From an optimization exercise on the open Yosys and OpenROAD flow, aimed at small area and a short achievable clock period; shortcuts taken in it are not production practice.
Only simulation tests tie the RTL to the original design; equivalence was not proved.
Power figures rest on the tool's default switching activity, not on a simulated workload.

==> inputs of 01-25 <==
Design sqan_rxsync, start of the top module:
module sqan_rxsync (
    input  wire         clk,
    input  wire         rst,                  
    input  wire [1:0]   in_cmd,
    input  wire [15:0]  in_i,
    input  wire [15:0]  in_q,
    input  wire [6:0]   cfg_percent,          
    input  wire [1:0]   cfg_hdr_w,            
    input  wire [11:0]  cfg_header,           
    input  wire         cfg_byte_timing,      
    input  wire [7:0]   cfg_timing_interval,  
    input  wire [4:0]   cfg_slot_bits,        
    input  wire [7:0]   cfg_sync0,            
    input  wire [7:0]   cfg_sync1,            
    input  wire         cfg_screen,           
    input  wire         cfg_esc_en,           
    input  wire [7:0]   cfg_esc_marker,       
    input  wire [7:0]   cfg_esc_xor,          
    input  wire [2:0]   cfg_esc_extra,        
    output reg          flush_valid,
    output reg          flush_emit,
    output reg  [4:0]   flush_n,
    output reg          flush_sync,
    output reg          flush_overflow,
    output reg  [127:0] flush_bytes,          
    output wire         st_searching,
    output wire         st_inverted,
    output wire         st_ignore,
    output wire [4:0]   st_count
);
clock: 22.0 ns
lec_check: 0
cap_margin: 20
core_margin: 2
core_utilization: 40
cts_cluster_diameter: 70
cts_cluster_size: 30
slew_margin: 20
synth_hierarchical: 1
standard.sh (not shown) runs the stock make flow with config.mk's settings and CLKGATE_MAP_FILE= SYNTH_SCRIPT=/design/flow/synth_recipe.tcl, a recipe that flattens the netlist after the stock synthesis.
==> flow/flow/run.sh <==
#!/bin/bash
# Standard layout with three changes to how it is optimised:
#  - the port buffers are made from the smallest buffer cell (buffer_ports
#    otherwise picks sky130_fd_sc_hd__clkdlybuf4s50_1); the resizer still
#    upsizes any of them that timing or slew needs;
#  - the buffers that synthesis (ABC) put in are removed at floorplan, and the
#    resizer buffers the nets as placement needs;
#  - repair_timing aims for a larger setup slack than the constraint needs, so
#    that it shortens the critical paths (the SDC and clock are unchanged).
set -euo pipefail
export BUFFER_PORTS_ARGS="-buffer_cell sky130_fd_sc_hd__buf_1"
export REMOVE_ABC_BUFFERS=1
export SETUP_SLACK_MARGIN=15
bash standard.sh > standard_make.log 2>&1
==> inputs of 03-12, as changes to 01-25 <==
--- a/flow/design.v
+++ b/flow/design.v
@@ -46,24 +46,19 @@
     reg               overflow;
     assign st_searching = searching;
     assign st_inverted  = inverted;
     assign st_ignore    = ignore_hdr;
     assign st_count     = idx;
     wire is_sample   = (in_cmd == 2'd1);
     wire is_scan_end = (in_cmd == 2'd2);
     wire inv_eff = !searching && inverted;    
-    wire top, cy;
+    wire rx, rx_n;
     sqan_thr u_thr (.x(in_i[11:0]), .xr(xr), .one(pd_one), .two(pd_two), .sg(pd_sg),
-                    .inv(inv_eff), .top(top), .cy(cy));
-    wire rx_a, rx_b, rx_c, rx_d;
-    sqan_rxbit u_rx_a (.top(top), .cy(cy), .rx(rx_a));
-    sqan_rxbit u_rx_b (.top(top), .cy(cy), .rx(rx_b));
-    sqan_rxbit u_rx_c (.top(top), .cy(cy), .rx(rx_c));
-    sqan_rxbit u_rx_d (.top(top), .cy(cy), .rx(rx_d));
+                    .inv(inv_eff), .rx(rx), .rx_n(rx_n));
     reg [11:0] hdr_mask;
     always @(*) begin
         case (cfg_hdr_w)
             2'd0:    hdr_mask = 12'h0FF;
             2'd1:    hdr_mask = 12'h1FF;
             2'd2:    hdr_mask = 12'h7FF;
             default: hdr_mask = 12'hFFF;
         endcase
@@ -136,36 +131,39 @@
                         nv_s[b] = 1'b1;
                     end
                 end
             end else if (is_scan_end) begin
                 nv_idx[b] = 5'd0; nv_fnd[b] = 1'b0; nv_mx[b] = 1'b0; nv_ov[b] = 1'b0;
             end
         end
     end
-    wire [7:0] sel_a;
-    wire [4:0] sel_b;
-    wire [7:0] bus_even, bus_odd;
-    sqan_sel #(.W(8)) u_sel_a (
-        .s(rx_a),
-        .a({nv_s[0], nv_inv[0], nv_clr[0], nv_ov[0], nv_fnd[0], nv_mx[0], nv_ign[0], nv_sld[0]}),
-        .b({nv_s[1], nv_inv[1], nv_clr[1], nv_ov[1], nv_fnd[1], nv_mx[1], nv_ign[1], nv_sld[1]}),
+    wire [12:0] sel_a;
+    wire [15:0] sel_b;
+    sqan_sel #(.W(13)) u_sel_a (
+        .s(rx),
+        .a({nv_s[0], nv_inv[0], nv_clr[0], nv_ov[0], nv_fnd[0], nv_bus0[0]}),
+        .b({nv_s[1], nv_inv[1], nv_clr[1], nv_ov[1], nv_fnd[1], nv_bus0[1]}),
         .y(sel_a));
-    sqan_sel #(.W(5)) u_sel_b (.s(rx_b), .a(nv_idx[0]), .b(nv_idx[1]), .y(sel_b));
-    sqan_sel #(.W(8)) u_sel_c (.s(rx_c), .a(nv_bus0[0]), .b(nv_bus0[1]), .y(bus_even));
-    sqan_sel #(.W(8)) u_sel_d (.s(rx_d), .a(nv_bus1[0]), .b(nv_bus1[1]), .y(bus_odd));
-    wire       s_nx     = sel_a[7];
-    wire       inv_nx   = sel_a[6];
-    wire       clr_cnt  = sel_a[5];
-    wire       ov_nx    = sel_a[4];
-    wire       fnd_nx   = sel_a[3];
-    wire       mx_nx    = sel_a[2];
-    wire       ign_nx   = sel_a[1];
-    wire       ld_slots = sel_a[0];
-    wire [4:0] idx_nx   = sel_b;
+    sqan_sel #(.W(16)) u_sel_b (
+        .s(rx_n),
+        .a({nv_idx[1], nv_mx[1], nv_ign[1], nv_sld[1], nv_bus1[1]}),
+        .b({nv_idx[0], nv_mx[0], nv_ign[0], nv_sld[0], nv_bus1[0]}),
+        .y(sel_b));
+    wire       s_nx     = sel_a[12];
+    wire       inv_nx   = sel_a[11];
+    wire       clr_cnt  = sel_a[10];
+    wire       ov_nx    = sel_a[9];
+    wire       fnd_nx   = sel_a[8];
+    wire [7:0] bus_even = sel_a[7:0];
+    wire [4:0] idx_nx   = sel_b[15:11];
+    wire       mx_nx    = sel_b[10];
+    wire       ign_nx   = sel_b[9];
+    wire       ld_slots = sel_b[8];
+    wire [7:0] bus_odd  = sel_b[7:0];
     wire [4:0] cnt_keep = (is_sample && !searching) ? cnt_inc : bit_cnt;
     wire [7:0] sl_load  = ignore_hdr ? slots_dec : cfg_timing_interval;
     wire assemble = is_sample && !searching;
     wire complete = assemble && byte_done;
     wire [8:0] pb = {2'b00, cfg_percent, 1'b0};
     integer d;
     always @(posedge clk)
         for (d = 0; d < 4; d = d + 1) begin
@@ -185,33 +183,33 @@
             idx           <= 5'd0;
             sync_found    <= 1'b0;
             match_idx     <= 1'b0;
             overflow      <= 1'b0;
         end else begin
             if (is_sample) begin
                 xr <= in_i[11:0];
                 if (searching)
-                    window <= {window[10:0], rx_b};    
+                    window <= {window[10:0], rx};    
             end
             searching  <= s_nx;
             inverted   <= inv_nx;
             bit_cnt    <= clr_cnt ? 5'd0 : cnt_keep;
             if (ld_slots)
                 slots_left <= sl_load;
             idx        <= idx_nx;
             overflow   <= ov_nx;
             sync_found <= fnd_nx;
             match_idx  <= mx_nx;
             ignore_hdr <= ign_nx;
         end
     end
     always @(posedge clk)
         if (assemble)
-            temp <= {temp[5:0], rx_b};
+            temp <= {temp[5:0], rx};
     genvar k;
     generate
         for (k = 0; k < 16; k = k + 1) begin : g_cell
             wire wr = (idx == k) || (idx + 5'd1 == k);
             always @(posedge clk)
                 if (complete && wr)
                     dataout[k] <= (k % 2 == 0) ? bus_even : bus_odd;
         end
@@ -224,40 +222,33 @@
             flush_n        <= idx;
             flush_sync     <= sync_found;
             flush_overflow <= overflow;
             for (j = 0; j < 16; j = j + 1)
                 flush_bytes[8*j +: 8] <= dataout[j];
         end
     end
 endmodule
-module sqan_rxbit (
-    input  wire top,
-    input  wire cy,
-    output wire rx
-);
-    assign rx = top ^ cy;
-endmodule
 module sqan_sel #(parameter W = 1) (
     input  wire         s,
     input  wire [W-1:0] a,
     input  wire [W-1:0] b,
     output wire [W-1:0] y
 );
     assign y = s ? b : a;
 endmodule
 module sqan_thr (
     input  wire [11:0] x,
     input  wire [11:0] xr,
     input  wire [3:0]  one,    
     input  wire [3:0]  two,    
     input  wire [3:0]  sg,     
     input  wire        inv,    
-    output wire        top,    
-    output wire        cy
+    output wire        rx,
+    output wire        rx_n    
 );
     wire [19:0] u_add_s;
     wire t173 = u_add_s[0];
     wire t259 = u_add_s[1];
     wire t260 = u_add_s[2];
     wire t261 = u_add_s[3];
     wire t262 = u_add_s[4];
     wire t263 = u_add_s[5];
@@ -270,16 +261,17 @@
     wire t270 = u_add_s[12];
     wire t271 = u_add_s[13];
     wire t272 = u_add_s[14];
     wire t273 = u_add_s[15];
     wire t274 = u_add_s[16];
     wire t275 = u_add_s[17];
     wire t276 = u_add_s[18];
     wire t277 = u_add_s[19];
+    wire t394;
     wire t0 = ((one[0] & xr[0]) | (two[0] & 1'b0)) ^ sg[0];
     wire t1 = ((one[0] & xr[1]) | (two[0] & xr[0])) ^ sg[0];
     wire t2 = ((one[0] & xr[2]) | (two[0] & xr[1])) ^ sg[0];
     wire t3 = ((one[0] & xr[3]) | (two[0] & xr[2])) ^ sg[0];
     wire t4 = ((one[0] & xr[4]) | (two[0] & xr[3])) ^ sg[0];
     wire t5 = ((one[0] & xr[5]) | (two[0] & xr[4])) ^ sg[0];
     wire t6 = ((one[0] & xr[6]) | (two[0] & xr[5])) ^ sg[0];
     wire t7 = ((one[0] & xr[7]) | (two[0] & xr[6])) ^ sg[0];
@@ -458,18 +450,18 @@
     wire t325 = (t275 & t278) | (t275 & t302) | (t278 & t302);
     wire t326 = t275 ^ t278 ^ t302;
     wire t327 = t277 ^ inv;
     wire [19:0] u_add_a = {t132, t130, t128, t126, t124, t122, t120, t118, t116, t114, t112, t110, t108, t106, t104, t102, t100, t99, t56, sg[0]};
     wire [19:0] u_add_b = {1'b0, t131, t129, t127, t125, t123, t121, t119, t117, t115, t113, t111, t109, t107, t105, t103, t101, t71, t1, t0};
     sqan_thr_add u_add (.a(u_add_a), .b(u_add_b), .s(u_add_s));
     wire [17:0] u_sign_a = {t327, t276, t326, t324, t322, t320, t318, t316, t314, t312, t310, t308, t306, t304, t263, t262, t261, t260};
     wire [17:0] u_sign_b = {1'b0, t325, t323, t321, t319, t317, t315, t313, t311, t309, t307, t305, t303, 1'b0, t279, x[2], x[1], x[0]};
-    sqan_thr_carry u_sign (.a(u_sign_a[16:0]), .b(u_sign_b[16:0]), .cy(cy));
-    assign top = ~(u_sign_a[17] ^ u_sign_b[17]);
+    sqan_thr_sign u_sign (.a(u_sign_a), .b(u_sign_b), .ge(t394), .lt(rx_n));
+    assign rx = t394;
 endmodule
 module sqan_thr_add (
     input  wire [19:0] a,
     input  wire [19:0] b,
     output wire [19:0] s
 );
     wire [19:0] g = a & b;
     wire [19:0] p = a ^ b;
@@ -536,23 +528,24 @@
     assign s[13] = p[13] ^ c29;
     assign s[14] = p[14] ^ c22;
     assign s[15] = p[15] ^ c30;
     assign s[16] = p[16] ^ c17;
     assign s[17] = p[17] ^ c31;
     assign s[18] = p[18] ^ c23;
     assign s[19] = p[19] ^ c32;
 endmodule
-module sqan_thr_carry (
-    input  wire [16:0] a,
-    input  wire [16:0] b,
-    output wire        cy
+module sqan_thr_sign (
+    input  wire [17:0] a,
+    input  wire [17:0] b,
+    output wire        ge,
+    output wire        lt
 );
-    wire [16:0] g = a & b;
-    wire [16:0] t = a | b;
+    wire [16:0] g = a[16:0] & b[16:0];
+    wire [16:0] t = a[16:0] | b[16:0];
     wire g0_0 = g[1] | (t[1] & g[0]);
     wire g0_1 = g[3] | (t[3] & g[2]);
     wire t0_1 = t[3] & t[2];
     wire g0_2 = g[5] | (t[5] & g[4]);
     wire t0_2 = t[5] & t[4];
     wire g0_3 = g[7] | (t[7] & g[6]);
     wire t0_3 = t[7] & t[6];
     wire g0_4 = g[9] | (t[9] & g[8]);
@@ -570,10 +563,12 @@
     wire t1_2 = t0_5 & t0_4;
     wire g1_3 = g0_7 | (t0_7 & g0_6);
     wire t1_3 = t0_7 & t0_6;
     wire g2_0 = g1_1 | (t1_1 & g1_0);
     wire g2_1 = g1_3 | (t1_3 & g1_2);
     wire t2_1 = t1_3 & t1_2;
     wire g3_0 = g2_1 | (t2_1 & g2_0);
     wire g4_0 = g[16] | (t[16] & g3_0);
-    assign cy = g4_0;
+    wire c = g4_0;
+    assign lt = a[17] ^ b[17] ^ c;
+    assign ge = ~lt;
 endmodule
==> inputs of 07-16, as changes to 01-25 <==
--- a/flow/design.v
+++ b/flow/design.v
@@ -46,24 +46,19 @@
     reg               overflow;
     assign st_searching = searching;
     assign st_inverted  = inverted;
     assign st_ignore    = ignore_hdr;
     assign st_count     = idx;
     wire is_sample   = (in_cmd == 2'd1);
     wire is_scan_end = (in_cmd == 2'd2);
     wire inv_eff = !searching && inverted;    
-    wire top, cy;
+    wire rx, rx_n;
     sqan_thr u_thr (.x(in_i[11:0]), .xr(xr), .one(pd_one), .two(pd_two), .sg(pd_sg),
-                    .inv(inv_eff), .top(top), .cy(cy));
-    wire rx_a, rx_b, rx_c, rx_d;
-    sqan_rxbit u_rx_a (.top(top), .cy(cy), .rx(rx_a));
-    sqan_rxbit u_rx_b (.top(top), .cy(cy), .rx(rx_b));
-    sqan_rxbit u_rx_c (.top(top), .cy(cy), .rx(rx_c));
-    sqan_rxbit u_rx_d (.top(top), .cy(cy), .rx(rx_d));
+                    .inv(inv_eff), .rx(rx), .rx_n(rx_n));
     reg [11:0] hdr_mask;
     always @(*) begin
         case (cfg_hdr_w)
             2'd0:    hdr_mask = 12'h0FF;
             2'd1:    hdr_mask = 12'h1FF;
             2'd2:    hdr_mask = 12'h7FF;
             default: hdr_mask = 12'hFFF;
         endcase
@@ -136,36 +131,39 @@
                         nv_s[b] = 1'b1;
                     end
                 end
             end else if (is_scan_end) begin
                 nv_idx[b] = 5'd0; nv_fnd[b] = 1'b0; nv_mx[b] = 1'b0; nv_ov[b] = 1'b0;
             end
         end
     end
-    wire [7:0] sel_a;
-    wire [4:0] sel_b;
-    wire [7:0] bus_even, bus_odd;
-    sqan_sel #(.W(8)) u_sel_a (
-        .s(rx_a),
-        .a({nv_s[0], nv_inv[0], nv_clr[0], nv_ov[0], nv_fnd[0], nv_mx[0], nv_ign[0], nv_sld[0]}),
-        .b({nv_s[1], nv_inv[1], nv_clr[1], nv_ov[1], nv_fnd[1], nv_mx[1], nv_ign[1], nv_sld[1]}),
+    wire [12:0] sel_a;
+    wire [15:0] sel_b;
+    sqan_sel #(.W(13)) u_sel_a (
+        .s(rx),
+        .a({nv_s[0], nv_inv[0], nv_clr[0], nv_ov[0], nv_fnd[0], nv_bus0[0]}),
+        .b({nv_s[1], nv_inv[1], nv_clr[1], nv_ov[1], nv_fnd[1], nv_bus0[1]}),
         .y(sel_a));
-    sqan_sel #(.W(5)) u_sel_b (.s(rx_b), .a(nv_idx[0]), .b(nv_idx[1]), .y(sel_b));
-    sqan_sel #(.W(8)) u_sel_c (.s(rx_c), .a(nv_bus0[0]), .b(nv_bus0[1]), .y(bus_even));
-    sqan_sel #(.W(8)) u_sel_d (.s(rx_d), .a(nv_bus1[0]), .b(nv_bus1[1]), .y(bus_odd));
-    wire       s_nx     = sel_a[7];
-    wire       inv_nx   = sel_a[6];
-    wire       clr_cnt  = sel_a[5];
-    wire       ov_nx    = sel_a[4];
-    wire       fnd_nx   = sel_a[3];
-    wire       mx_nx    = sel_a[2];
-    wire       ign_nx   = sel_a[1];
-    wire       ld_slots = sel_a[0];
-    wire [4:0] idx_nx   = sel_b;
+    sqan_sel #(.W(16)) u_sel_b (
+        .s(rx_n),
+        .a({nv_idx[1], nv_mx[1], nv_ign[1], nv_sld[1], nv_bus1[1]}),
+        .b({nv_idx[0], nv_mx[0], nv_ign[0], nv_sld[0], nv_bus1[0]}),
+        .y(sel_b));
+    wire       s_nx     = sel_a[12];
+    wire       inv_nx   = sel_a[11];
+    wire       clr_cnt  = sel_a[10];
+    wire       ov_nx    = sel_a[9];
+    wire       fnd_nx   = sel_a[8];
+    wire [7:0] bus_even = sel_a[7:0];
+    wire [4:0] idx_nx   = sel_b[15:11];
+    wire       mx_nx    = sel_b[10];
+    wire       ign_nx   = sel_b[9];
+    wire       ld_slots = sel_b[8];
+    wire [7:0] bus_odd  = sel_b[7:0];
     wire [4:0] cnt_keep = (is_sample && !searching) ? cnt_inc : bit_cnt;
     wire [7:0] sl_load  = ignore_hdr ? slots_dec : cfg_timing_interval;
     wire assemble = is_sample && !searching;
     wire complete = assemble && byte_done;
     wire [8:0] pb = {2'b00, cfg_percent, 1'b0};
     integer d;
     always @(posedge clk)
         for (d = 0; d < 4; d = d + 1) begin
@@ -185,33 +183,33 @@
             idx           <= 5'd0;
             sync_found    <= 1'b0;
             match_idx     <= 1'b0;
             overflow      <= 1'b0;
         end else begin
             if (is_sample) begin
                 xr <= in_i[11:0];
                 if (searching)
-                    window <= {window[10:0], rx_b};    
+                    window <= {window[10:0], rx};    
             end
             searching  <= s_nx;
             inverted   <= inv_nx;
             bit_cnt    <= clr_cnt ? 5'd0 : cnt_keep;
             if (ld_slots)
                 slots_left <= sl_load;
             idx        <= idx_nx;
             overflow   <= ov_nx;
             sync_found <= fnd_nx;
             match_idx  <= mx_nx;
             ignore_hdr <= ign_nx;
         end
     end
     always @(posedge clk)
         if (assemble)
-            temp <= {temp[5:0], rx_b};
+            temp <= {temp[5:0], rx};
     genvar k;
     generate
         for (k = 0; k < 16; k = k + 1) begin : g_cell
             wire wr = (idx == k) || (idx + 5'd1 == k);
             always @(posedge clk)
                 if (complete && wr)
                     dataout[k] <= (k % 2 == 0) ? bus_even : bus_odd;
         end
@@ -224,40 +222,33 @@
             flush_n        <= idx;
             flush_sync     <= sync_found;
             flush_overflow <= overflow;
             for (j = 0; j < 16; j = j + 1)
                 flush_bytes[8*j +: 8] <= dataout[j];
         end
     end
 endmodule
-module sqan_rxbit (
-    input  wire top,
-    input  wire cy,
-    output wire rx
-);
-    assign rx = top ^ cy;
-endmodule
 module sqan_sel #(parameter W = 1) (
     input  wire         s,
     input  wire [W-1:0] a,
     input  wire [W-1:0] b,
     output wire [W-1:0] y
 );
     assign y = s ? b : a;
 endmodule
 module sqan_thr (
     input  wire [11:0] x,
     input  wire [11:0] xr,
     input  wire [3:0]  one,    
     input  wire [3:0]  two,    
     input  wire [3:0]  sg,     
     input  wire        inv,    
-    output wire        top,    
-    output wire        cy
+    output wire        rx,
+    output wire        rx_n    
 );
     wire [19:0] u_add_s;
     wire t173 = u_add_s[0];
     wire t259 = u_add_s[1];
     wire t260 = u_add_s[2];
     wire t261 = u_add_s[3];
     wire t262 = u_add_s[4];
     wire t263 = u_add_s[5];
@@ -270,16 +261,17 @@
     wire t270 = u_add_s[12];
     wire t271 = u_add_s[13];
     wire t272 = u_add_s[14];
     wire t273 = u_add_s[15];
     wire t274 = u_add_s[16];
     wire t275 = u_add_s[17];
     wire t276 = u_add_s[18];
     wire t277 = u_add_s[19];
+    wire t394;
     wire t0 = ((one[0] & xr[0]) | (two[0] & 1'b0)) ^ sg[0];
     wire t1 = ((one[0] & xr[1]) | (two[0] & xr[0])) ^ sg[0];
     wire t2 = ((one[0] & xr[2]) | (two[0] & xr[1])) ^ sg[0];
     wire t3 = ((one[0] & xr[3]) | (two[0] & xr[2])) ^ sg[0];
     wire t4 = ((one[0] & xr[4]) | (two[0] & xr[3])) ^ sg[0];
     wire t5 = ((one[0] & xr[5]) | (two[0] & xr[4])) ^ sg[0];
     wire t6 = ((one[0] & xr[6]) | (two[0] & xr[5])) ^ sg[0];
     wire t7 = ((one[0] & xr[7]) | (two[0] & xr[6])) ^ sg[0];
@@ -458,18 +450,18 @@
     wire t325 = (t275 & t278) | (t275 & t302) | (t278 & t302);
     wire t326 = t275 ^ t278 ^ t302;
     wire t327 = t277 ^ inv;
     wire [19:0] u_add_a = {t132, t130, t128, t126, t124, t122, t120, t118, t116, t114, t112, t110, t108, t106, t104, t102, t100, t99, t56, sg[0]};
     wire [19:0] u_add_b = {1'b0, t131, t129, t127, t125, t123, t121, t119, t117, t115, t113, t111, t109, t107, t105, t103, t101, t71, t1, t0};
     sqan_thr_add u_add (.a(u_add_a), .b(u_add_b), .s(u_add_s));
     wire [17:0] u_sign_a = {t327, t276, t326, t324, t322, t320, t318, t316, t314, t312, t310, t308, t306, t304, t263, t262, t261, t260};
     wire [17:0] u_sign_b = {1'b0, t325, t323, t321, t319, t317, t315, t313, t311, t309, t307, t305, t303, 1'b0, t279, x[2], x[1], x[0]};
-    sqan_thr_carry u_sign (.a(u_sign_a[16:0]), .b(u_sign_b[16:0]), .cy(cy));
-    assign top = ~(u_sign_a[17] ^ u_sign_b[17]);
+    sqan_thr_sign u_sign (.a(u_sign_a), .b(u_sign_b), .ge(t394), .lt(rx_n));
+    assign rx = t394;
 endmodule
 module sqan_thr_add (
     input  wire [19:0] a,
     input  wire [19:0] b,
     output wire [19:0] s
 );
     wire [19:0] g = a & b;
     wire [19:0] p = a ^ b;
@@ -536,23 +528,24 @@
     assign s[13] = p[13] ^ c29;
     assign s[14] = p[14] ^ c22;
     assign s[15] = p[15] ^ c30;
     assign s[16] = p[16] ^ c17;
     assign s[17] = p[17] ^ c31;
     assign s[18] = p[18] ^ c23;
     assign s[19] = p[19] ^ c32;
 endmodule
-module sqan_thr_carry (
-    input  wire [16:0] a,
-    input  wire [16:0] b,
-    output wire        cy
+module sqan_thr_sign (
+    input  wire [17:0] a,
+    input  wire [17:0] b,
+    output wire        ge,
+    output wire        lt
 );
-    wire [16:0] g = a & b;
-    wire [16:0] t = a | b;
+    wire [16:0] g = a[16:0] & b[16:0];
+    wire [16:0] t = a[16:0] | b[16:0];
     wire g0_0 = g[1] | (t[1] & g[0]);
     wire g0_1 = g[3] | (t[3] & g[2]);
     wire t0_1 = t[3] & t[2];
     wire g0_2 = g[5] | (t[5] & g[4]);
     wire t0_2 = t[5] & t[4];
     wire g0_3 = g[7] | (t[7] & g[6]);
     wire t0_3 = t[7] & t[6];
     wire g0_4 = g[9] | (t[9] & g[8]);
@@ -570,10 +563,12 @@
     wire t1_2 = t0_5 & t0_4;
     wire g1_3 = g0_7 | (t0_7 & g0_6);
     wire t1_3 = t0_7 & t0_6;
     wire g2_0 = g1_1 | (t1_1 & g1_0);
     wire g2_1 = g1_3 | (t1_3 & g1_2);
     wire t2_1 = t1_3 & t1_2;
     wire g3_0 = g2_1 | (t2_1 & g2_0);
     wire g4_0 = g[16] | (t[16] & g3_0);
-    assign cy = g4_0;
+    wire c = g4_0;
+    assign lt = a[17] ^ b[17] ^ c;
+    assign ge = ~lt;
 endmodule
==> flow/flow/run.sh (replaced) <==
#!/bin/bash
# Standard layout with two changes to how it is optimised:
#  - the port buffers are made from the smallest buffer cell (buffer_ports
#    otherwise picks sky130_fd_sc_hd__clkdlybuf4s50_1); the resizer still
#    upsizes any of them that timing or slew needs;
#  - repair_timing aims for a larger setup slack than the constraint needs, so
#    that it shortens the critical paths (the SDC and clock are unchanged).
set -euo pipefail
export BUFFER_PORTS_ARGS="-buffer_cell sky130_fd_sc_hd__buf_1"
export SETUP_SLACK_MARGIN=14
bash standard.sh > standard_make.log 2>&1
==> run notes <==
R2R cell count=27; Combinational Power Share=46.8%; drt total wl=37.6 mm; slack of the critical path=14,910 ps; reg2reg setup slack=15,300 ps; outcome=complete, no violations; metal3 WL=2.68 mm; crit path to=slots_left[4]$_SDFFE_PP0P_
the above is filed under 01-25

==> run notes <==
bufs w/o clock=240; Cell Area, Placed=0.0178 mm²; R2R cell count=23; number of global-route vias before repair=10,023; DRC=0; Crit path depth=11; Combinational Power Share=35.7%; sw power=0.730 mW; clock root buffer=clkbuf_16; dpl cells=1,986; metal3 WL=2.19 mm; outcome=complete, no violations; reg2reg setup slack=14,790 ps; slack of the critical path=14,230 ps; drt total wl=37.1 mm; Top Registers=dataout x128, flush_bytes x128, xr x12
the above is filed under 07-16

==> run notes <==
H-tree Lvls=1; drt total wl=37.8 mm; outcome=complete, no violations; io pins=253; R2R cell count=24; Combinational Power Share=43.2%; crit path to=dataout[4][2]$_DFFE_PP_; Max VDD drop=0.000128 V; slack of the critical path=15,000 ps; CP max FO=8
the above is filed under 03-12

==> what the ideal ports hide <==
Ports are ideal in the flow. The routed layouts listed here were re-timed in OpenROAD.
Step 1 (the two cells are an assumption about what drives the block):
set clk [get_ports {clk}]
set_driving_cell -lib_cell sky130_fd_sc_hd__clkbuf_16 $clk
set_driving_cell -lib_cell sky130_fd_sc_hd__buf_2 [delete_from_list [all_inputs] $clk]
Step 2, shift: input delay + t, output delay - t, t = (earliest + latest rising clock arrival at the registers) / 2. This alone moves slack from input paths to output paths.
Three values: ideal, step 1, step 2; two values: the first two.
| run | shift t [ns] | setup WS [ns] | worst setup path after step 2 | pins driven straight from the clock port |
|---|---|---|---|---|
| 01-25 | 0.604 | 14.914 / 14.911 / 14.307 | input to register | 1 |
| 03-12 | 0.608 | 15.000 / 15.000 / 14.392 | input to register | 1 |
| 07-16 | 0.617 | 14.232 / 14.263 / 13.646 | input to register | 1 |
After both steps setup and hold are still met in every run listed. For 03-12, which loses most, drivers alone change the setup slack by 0.000 ns; drivers and shift together by -0.608 ns.
